This design comes from an exercise in tuning for small area on the open sky130 flow, not from production work. The RTL was checked by simulation tests, not by an equivalence proof against the original design. The flow treats the clock pin as an ideal source. Dropping or thinning the clock tree relies on that and would not hold on a real chip. Power and IR drop assume default switching activity.

## run 1
==> flow/design.v (excerpt) <==
module vtcore (
    input  wire        clk,
    input  wire        rst,           
    input  wire        cmd_valid,
    input  wire [31:0] cmd_data,
    output wire        cmd_ready,
    input  wire [15:0] io_base,
    output wire        port_wr,
    output wire [15:0] port_addr,
    output wire [31:0] port_wdata,
    input  wire        port_fail,
    output wire [15:0] pc,
    output wire [2:0]  fault_code,
    output wire [15:0] fault_pc,
    output wire [31:0] fault_cmd
);
clock: 5.0 ns
lec_check: 0
abc_area: 1
cap_margin: 20
core_margin: 2
core_utilization: 50
place_density: 0.7
slew_margin: 20
standard.sh (not shown) runs the stock make flow with config.mk's settings and CLKGATE_MAP_FILE= SYNTH_SCRIPT=/design/flow/synth_recipe.tcl, a recipe that flattens the netlist after the stock synthesis.
==> flow/flow/run.sh <==
#!/bin/bash
# ORFS layout (the standard.sh) with these changes:
#  - synthesis maps logic with an area-oriented ABC script (flow/abc_area.script);
#    everything else in the synthesis scripts is ORFS's own, so registers are unchanged
#  - port buffers use sky130_fd_sc_hd__buf_1
#  - one tie cell per constant instead of one per constant pin
#  - placement is not timing driven; synthesis buffers are removed before it
#  - the clock tree is one level of four buf_8, each driving the registers of
#    one quarter of the design (flow/manual_cts.tcl), in place of TritonCTS
# Each tool's output goes to the logs ORFS writes under orfs/logs, and make's
# output to synth_make.log and flow_make.log here.
set -euo pipefail
here=$(pwd)
rm -rf "$here/orfs_scripts"
cp -r "$FLOW_HOME/scripts" "$here/orfs_scripts"
cp "$here/flow/abc_area.script" "$here/orfs_scripts/abc_area.script"
sed -i "s|^log_cmd clock_tree_synthesis .*|source $here/flow/manual_cts.tcl|" "$here/orfs_scripts/cts.tcl"
grep -q "manual_cts.tcl" "$here/orfs_scripts/cts.tcl"
bash standard.sh synth "SCRIPTS_DIR=$here/orfs_scripts" > synth_make.log 2>&1
bash standard.sh finish \
  "SCRIPTS_DIR=$here/orfs_scripts" \
  "SKIP_REPAIR_TIE_FANOUT=1" \
  "GPL_TIMING_DRIVEN=0" \
  "PRE_GLOBAL_PLACE_TCL=$here/flow/pre_gpl.tcl" \
  "BUFFER_PORTS_ARGS=-buffer_cell sky130_fd_sc_hd__buf_1" \
  > flow_make.log 2>&1
==> flow/flow/manual_cts.tcl <==
# Clock tree built by hand: the clock port drives NLEAF leaf buffers, each
# driving the clock pins of the registers nearest to it (clusters of equal size,
# split by x then y), placed at the cluster's centre.
set nleaf_x 2
set nleaf_y 2
set leaf_master sky130_fd_sc_hd__buf_8
set block [ord::get_db_block]
set db [ord::get_db]
set clknet [$block findNet clk]
set master [$db findMaster $leaf_master]
set sinks {}
foreach it [$clknet getITerms] {
  set inst [$it getInst]
  set bb [$inst getBBox]
  lappend sinks [list $it [expr {([$bb xMin] + [$bb xMax]) / 2}] [expr {([$bb yMin] + [$bb yMax]) / 2}]]
}
set n [llength $sinks]
set sx [lsort -integer -index 1 $sinks]
set per_col [expr {int(ceil(double($n) / $nleaf_x))}]
set k 0
for {set cx 0} {$cx < $nleaf_x} {incr cx} {
  set col [lrange $sx [expr {$cx * $per_col}] [expr {($cx + 1) * $per_col - 1}]]
  set col [lsort -integer -index 2 $col]
  set m [llength $col]
  set per_cell [expr {int(ceil(double($m) / $nleaf_y))}]
  for {set cy 0} {$cy < $nleaf_y} {incr cy} {
    set grp [lrange $col [expr {$cy * $per_cell}] [expr {($cy + 1) * $per_cell - 1}]]
    if {[llength $grp] == 0} { continue }
    set sumx 0; set sumy 0
    foreach s $grp { incr sumx [lindex $s 1]; incr sumy [lindex $s 2] }
    set x [expr {$sumx / [llength $grp]}]
    set y [expr {$sumy / [llength $grp]}]
    set buf [odb::dbInst_create $block $master "clkleaf_$k"]
    set net [odb::dbNet_create $block "clknet_leaf_$k"]
    $net setSigType CLOCK
    [$buf findITerm A] connect $clknet
    [$buf findITerm X] connect $net
    foreach s $grp {
      set it [lindex $s 0]
      $it disconnect
      $it connect $net
    }
    $buf setLocation $x $y
    $buf setPlacementStatus PLACED
    puts "clock leaf $k: [llength $grp] sinks at ($x, $y)"
    incr k
  }
}
set_propagated_clock [all_clocks]
Other scripts of this flow, unchanged in this note and not shown: flow/flow/abc_area.script, flow/flow/pre_gpl.tcl
No stage failed in run 1, and the final checks on the layout all came back clean.
### run 1 -> run 5
Settings: CORE_UTILIZATION changed from 50 to 40; PLACE_DENSITY changed from 0.7 to 0.6.
diff --git a/flow/flow/run.sh b/flow/flow/run.sh
--- a/flow/flow/run.sh
+++ b/flow/flow/run.sh
@@ -8 +8 @@
-#  - the clock tree is one level of four buf_8, each driving the registers of
+#  - the clock tree is one level of four buf_12, each driving the registers of
diff --git a/flow/flow/manual_cts.tcl b/flow/flow/manual_cts.tcl
--- a/flow/flow/manual_cts.tcl
+++ b/flow/flow/manual_cts.tcl
@@ -6 +6 @@
-set leaf_master sky130_fd_sc_hd__buf_8
+set leaf_master sky130_fd_sc_hd__buf_12
--- outcome ---
Run 5: all stages complete, timing, DRC and antenna checks passed
Comparing run 1 with run 5, the sequential power came out essentially unchanged.
The total number of placement rows reported for run 5 is greater than that of run 1 by 4.
The internal cell power reported for run 5 is greater than that of run 1 by 4.4%.
Period utilization is lower on run 5
Run 5 ended with more overall die height than run 1.
In every run of this note, the design's own scripts or RTL, not TritonCTS, make the clock network.

---

Starting RTL as in the previous note.
export LEC_CHECK = 0
export ABC_AREA = 1
export CAP_MARGIN = 20
export CORE_MARGIN = 2
export CORE_UTILIZATION = 40
export PLACE_DENSITY = 0.6
export SLEW_MARGIN = 20
create_clock -name core_clock -period 5.0 [get_ports {clk}]
==> flow/flow/run.sh <==
#!/bin/bash
# ORFS layout (the standard.sh) with these changes:
#  - synthesis maps logic with an area-oriented ABC script (flow/abc_area.script);
#    everything else in the synthesis scripts is ORFS's own, so registers are unchanged
#  - port buffers use sky130_fd_sc_hd__buf_1
#  - one tie cell per constant instead of one per constant pin
#  - placement is not timing driven; synthesis buffers are removed before it
#  - the clock tree is one level of four buf_8, each driving the registers of
#    one quarter of the design (flow/manual_cts.tcl), in place of TritonCTS
# Each tool's output goes to the logs ORFS writes under orfs/logs, and make's
# output to synth_make.log and flow_make.log here.
set -euo pipefail
here=$(pwd)
rm -rf "$here/orfs_scripts"
cp -r "$FLOW_HOME/scripts" "$here/orfs_scripts"
cp "$here/flow/abc_area.script" "$here/orfs_scripts/abc_area.script"
sed -i "s|^log_cmd clock_tree_synthesis .*|source $here/flow/manual_cts.tcl|" "$here/orfs_scripts/cts.tcl"
grep -q "manual_cts.tcl" "$here/orfs_scripts/cts.tcl"
bash standard.sh synth "SCRIPTS_DIR=$here/orfs_scripts" > synth_make.log 2>&1
bash standard.sh finish \
  "SCRIPTS_DIR=$here/orfs_scripts" \
  "SKIP_REPAIR_TIE_FANOUT=1" \
  "GPL_TIMING_DRIVEN=0" \
  "PRE_GLOBAL_PLACE_TCL=$here/flow/pre_gpl.tcl" \
  "BUFFER_PORTS_ARGS=-buffer_cell sky130_fd_sc_hd__buf_1" \
  > flow_make.log 2>&1
==> flow/flow/manual_cts.tcl <==
# Clock tree built by hand: the clock port drives NLEAF leaf buffers, each
# driving the clock pins of the registers nearest to it (clusters of equal size,
# split by x then y), placed at the cluster's centre.
set nleaf_x 2
set nleaf_y 2
set leaf_master sky130_fd_sc_hd__buf_8
set block [ord::get_db_block]
set db [ord::get_db]
set clknet [$block findNet clk]
set master [$db findMaster $leaf_master]
set sinks {}
foreach it [$clknet getITerms] {
  set inst [$it getInst]
  set bb [$inst getBBox]
  lappend sinks [list $it [expr {([$bb xMin] + [$bb xMax]) / 2}] [expr {([$bb yMin] + [$bb yMax]) / 2}]]
}
set n [llength $sinks]
set sx [lsort -integer -index 1 $sinks]
set per_col [expr {int(ceil(double($n) / $nleaf_x))}]
set k 0
for {set cx 0} {$cx < $nleaf_x} {incr cx} {
  set col [lrange $sx [expr {$cx * $per_col}] [expr {($cx + 1) * $per_col - 1}]]
  set col [lsort -integer -index 2 $col]
  set m [llength $col]
  set per_cell [expr {int(ceil(double($m) / $nleaf_y))}]
  for {set cy 0} {$cy < $nleaf_y} {incr cy} {
    set grp [lrange $col [expr {$cy * $per_cell}] [expr {($cy + 1) * $per_cell - 1}]]
    if {[llength $grp] == 0} { continue }
    set sumx 0; set sumy 0
    foreach s $grp { incr sumx [lindex $s 1]; incr sumy [lindex $s 2] }
    set x [expr {$sumx / [llength $grp]}]
    set y [expr {$sumy / [llength $grp]}]
    set buf [odb::dbInst_create $block $master "clkleaf_$k"]
    set net [odb::dbNet_create $block "clknet_leaf_$k"]
    $net setSigType CLOCK
    [$buf findITerm A] connect $clknet
    [$buf findITerm X] connect $net
    foreach s $grp {
      set it [lindex $s 0]
      $it disconnect
      $it connect $net
    }
    $buf setLocation $x $y
    $buf setPlacementStatus PLACED
    puts "clock leaf $k: [llength $grp] sinks at ($x, $y)"
    incr k
  }
}
set_propagated_clock [all_clocks]
==> flow/flow/pre_gpl.tcl <==
# Remove the buffers synthesis inserted (as timing-driven placement would) before
# port buffering, since placement here is not timing driven.
remove_buffers
Other scripts of this flow, unchanged in this note and not shown: flow/flow/abc_area.script
Then changed:
--- a/flow/flow/run.sh
+++ b/flow/flow/run.sh
@@ -8 +8 @@
-#  - the clock tree is one level of four buf_8, each driving the registers of
+#  - the clock tree is one level of four buf_12, each driving the registers of
--- a/flow/flow/manual_cts.tcl
+++ b/flow/flow/manual_cts.tcl
@@ -6 +6 @@
-set leaf_master sky130_fd_sc_hd__buf_8
+set leaf_master sky130_fd_sc_hd__buf_12
CAP_MARGIN = 0   (was 20)
SLEW_MARGIN = 0   (was 20)
Routed wire length decreases by 0.65%.
Final area rises by 1.3%.
Setup slack gets better by 0.017 ns.
Via count rises by 0.61%.
Fmax goes up by 0.38%.
Then changed:
--- a/flow/flow/run.sh
+++ b/flow/flow/run.sh
@@ -7,2 +7 @@
-#  - placement is not timing driven; synthesis buffers are removed before it
-#  - the clock tree is one level of four buf_12, each driving the registers of
+#  - the clock tree is one level of four buf_8, each driving the registers of
@@ -23,2 +22 @@
-  "GPL_TIMING_DRIVEN=0" \
-  "PRE_GLOBAL_PLACE_TCL=$here/flow/pre_gpl.tcl" \
+  "GPL_TIMING_DRIVEN=1" \
--- a/flow/flow/manual_cts.tcl
+++ b/flow/flow/manual_cts.tcl
@@ -6 +6 @@
-set leaf_master sky130_fd_sc_hd__buf_12
+set leaf_master sky130_fd_sc_hd__buf_8
CAP_MARGIN = 20   (was 0)
SLEW_MARGIN = 20   (was 0)
removed: flow/flow/pre_gpl.tcl
The changed run finished with timing, DRC and antenna clean.
Setup slack is better by 0.11 ns.
Cell area fell by about 1%.
Flip-flop and latch count stays the same.
Clock skew rose by 0.0057 ns.
Utilization fell by 0.43 points.
Synthesized cell count is unchanged.
In every run of this note, the design's own scripts or RTL, not TritonCTS, make the clock network.

---

Setup of lagoon:
vtcore, a different RTL version from the one above (not shown whole).
Size in the first run: ~75 flip-flops, roughly 170 I/O pins, ~4500 um^2 of cells after synthesis.
Settings: LEC_CHECK=0, ABC_AREA=1, CAP_MARGIN=20, CORE_MARGIN=2, CORE_UTILIZATION=40, PLACE_DENSITY=0.6, SLEW_MARGIN=20; clock period 5.0 ns.
==> flow/flow/run.sh <==
#!/bin/bash
# ORFS layout (the standard.sh) with these changes:
#  - synthesis maps logic with an area-oriented ABC script (flow/abc_area.script);
#    everything else in the synthesis scripts is ORFS's own, so registers are unchanged
#  - port buffers use sky130_fd_sc_hd__buf_1
#  - one tie cell per constant instead of one per constant pin
#  - placement is not timing driven; synthesis buffers are removed before it
#  - the clock tree is one level of four clkbuf_16, each driving the registers of
#    one quarter of the design (flow/manual_cts.tcl), in place of TritonCTS
# Each tool's output goes to the logs ORFS writes under orfs/logs, and make's
# output to synth_make.log and flow_make.log here.
set -euo pipefail
here=$(pwd)
rm -rf "$here/orfs_scripts"
cp -r "$FLOW_HOME/scripts" "$here/orfs_scripts"
cp "$here/flow/abc_area.script" "$here/orfs_scripts/abc_area.script"
sed -i "s|^log_cmd clock_tree_synthesis .*|source $here/flow/manual_cts.tcl|" "$here/orfs_scripts/cts.tcl"
grep -q "manual_cts.tcl" "$here/orfs_scripts/cts.tcl"
bash standard.sh synth "SCRIPTS_DIR=$here/orfs_scripts" > synth_make.log 2>&1
bash standard.sh finish \
  "SCRIPTS_DIR=$here/orfs_scripts" \
  "SKIP_REPAIR_TIE_FANOUT=1" \
  "GPL_TIMING_DRIVEN=0" \
  "PRE_GLOBAL_PLACE_TCL=$here/flow/pre_gpl.tcl" \
  "BUFFER_PORTS_ARGS=-buffer_cell sky130_fd_sc_hd__buf_1" \
  > flow_make.log 2>&1
==> flow/flow/manual_cts.tcl <==
# Clock tree built by hand: the clock port drives NLEAF leaf buffers, each
# driving the clock pins of the registers nearest to it (clusters of equal size,
# split by x then y), placed at the cluster's centre.
set nleaf_x 2
set nleaf_y 2
set leaf_master sky130_fd_sc_hd__clkbuf_16
set block [ord::get_db_block]
set db [ord::get_db]
set clknet [$block findNet clk]
set master [$db findMaster $leaf_master]
set sinks {}
foreach it [$clknet getITerms] {
  set inst [$it getInst]
  set bb [$inst getBBox]
  lappend sinks [list $it [expr {([$bb xMin] + [$bb xMax]) / 2}] [expr {([$bb yMin] + [$bb yMax]) / 2}]]
}
set n [llength $sinks]
set sx [lsort -integer -index 1 $sinks]
set per_col [expr {int(ceil(double($n) / $nleaf_x))}]
set k 0
for {set cx 0} {$cx < $nleaf_x} {incr cx} {
  set col [lrange $sx [expr {$cx * $per_col}] [expr {($cx + 1) * $per_col - 1}]]
  set col [lsort -integer -index 2 $col]
  set m [llength $col]
  set per_cell [expr {int(ceil(double($m) / $nleaf_y))}]
  for {set cy 0} {$cy < $nleaf_y} {incr cy} {
    set grp [lrange $col [expr {$cy * $per_cell}] [expr {($cy + 1) * $per_cell - 1}]]
    if {[llength $grp] == 0} { continue }
    set sumx 0; set sumy 0
    foreach s $grp { incr sumx [lindex $s 1]; incr sumy [lindex $s 2] }
    set x [expr {$sumx / [llength $grp]}]
    set y [expr {$sumy / [llength $grp]}]
    set buf [odb::dbInst_create $block $master "clkleaf_$k"]
    set net [odb::dbNet_create $block "clknet_leaf_$k"]
    $net setSigType CLOCK
    [$buf findITerm A] connect $clknet
    [$buf findITerm X] connect $net
    foreach s $grp {
      set it [lindex $s 0]
      $it disconnect
      $it connect $net
    }
    $buf setLocation $x $y
    $buf setPlacementStatus PLACED
    puts "clock leaf $k: [llength $grp] sinks at ($x, $y)"
    incr k
  }
}
set_propagated_clock [all_clocks]
Other scripts of this flow, unchanged in this note and not shown: flow/flow/abc_area.script, flow/flow/pre_gpl.tcl
For pepper, these inputs were changed with respect to lagoon:
-- flow/flow/run.sh --
<<< lagoon, line 7
#  - placement is not timing driven; synthesis buffers are removed before it
#  - the clock tree is one level of four clkbuf_16, each driving the registers of
#    one quarter of the design (flow/manual_cts.tcl), in place of TritonCTS
>>> pepper, line 7
#  - placement is not timing driven; synthesis buffers are removed before it
#  - the clock tree is one level of four buf_12, each driving the registers of
#    one quarter of the design (flow/manual_cts.tcl), in place of TritonCTS
-- flow/flow/manual_cts.tcl --
<<< lagoon, line 5
set nleaf_y 2
set leaf_master sky130_fd_sc_hd__clkbuf_16
set block [ord::get_db_block]
>>> pepper, line 5
set nleaf_y 2
set leaf_master sky130_fd_sc_hd__buf_12
set block [ord::get_db_block]
==> run summary <==
pepper | status: complete | timing, DRC, antenna: pass. Comparing the two runs side by side, pepper comes out ahead of lagoon on final cell area excluding filler cells. Going from lagoon to pepper, instance area after placement held, synthesized cell count closely matched the old numbers, fill cell total of the finished layout now sits at about the same level, worst-case register-to-register setup slack saw little to no change, internal power of the cells shrank by 1.3%. Going from lagoon to pepper, power shrank slightly. Final-layout setup total negative slack: lagoon vs pepper identical. In the reports for lagoon and pepper, the larger part of the total power dissipated in combinational logic belongs to pepper. Between lagoon and pepper, the difference in worst endpoint data arrival time is negligible. For average wire length per cell after detail routing, lagoon and pepper come out practically identical.
Input changes introduced in amber (baseline for comparison: pepper):
- CORE_UTILIZATION now 60, was 40
- PLACE_DENSITY now 0.8, was 0.6
==> comparison <==
pepper reports its launching element of the worst setup path as cmd_r[28] while amber reports seg[0]. The final reports for amber and pepper show worst hold slack lower in the former. Of amber and pepper, the lower placement-stage worst setup slack belongs to pepper. The cell count in amber sits 40 below the value recorded for pepper. amber against pepper: total wire length after detailed routing moved down; power level; total routing resource utilization after global routing grew by 7.6 points; total number of placement rows -18%. Worst setup slack: amber > pepper.
In every run of this note, the design's own scripts or RTL, not TritonCTS, make the clock network.

[what the ideal ports hide]
How much do the figures lean on ideal ports? The routed layouts below were timed once more, with nothing changed but the port constraints. Step 1 sets driving cells, clkbuf_16 on the clock port and buf_2 on the other inputs (assumed; they add their load-dependent delay and slew). Step 2 also shifts input and output timing later by t, the mid clock arrival at the registers, as if the neighbouring blocks saw the same clock. a / b / c = ideal / step 1 / step 2; a / b = the first two.
run | shift t [ns] | setup WS [ns] | hold slack, ns | worst setup path after step 2 | cell pins on the clock port's net
run 1 | 0.210 | 0.359 / 0.359 / 0.359 | 0.460 / 0.460 / 0.460 | register to register | 4
run 5 | 0.202 | 0.400 / 0.400 / 0.400 | 0.451 / 0.451 / 0.451 | register to register | 4
the first run of note 2 | 0.207 | 0.393 / 0.393 / 0.393 | 0.455 / 0.455 / 0.455 | register to register | 4
the second run of note 2 | 0.201 | 0.411 / 0.410 / 0.410 | 0.451 / 0.451 / 0.451 | register to register | 4
the third run of note 2 | 0.211 | 0.525 / 0.525 / 0.525 | 0.446 / 0.446 / 0.446 | register to register | 4
lagoon | 0.225 | 0.522 / 0.522 / 0.522 | 0.445 / 0.445 / 0.445 | register to register | 4
pepper | 0.204 | 0.513 / 0.513 / 0.513 | 0.445 / 0.445 / 0.445 | register to register | 4
amber | 0.205 | 0.568 / 0.567 / 0.567 | 0.441 / 0.441 / 0.441 | register to register | 4
After both steps setup and hold are still met in every run listed.
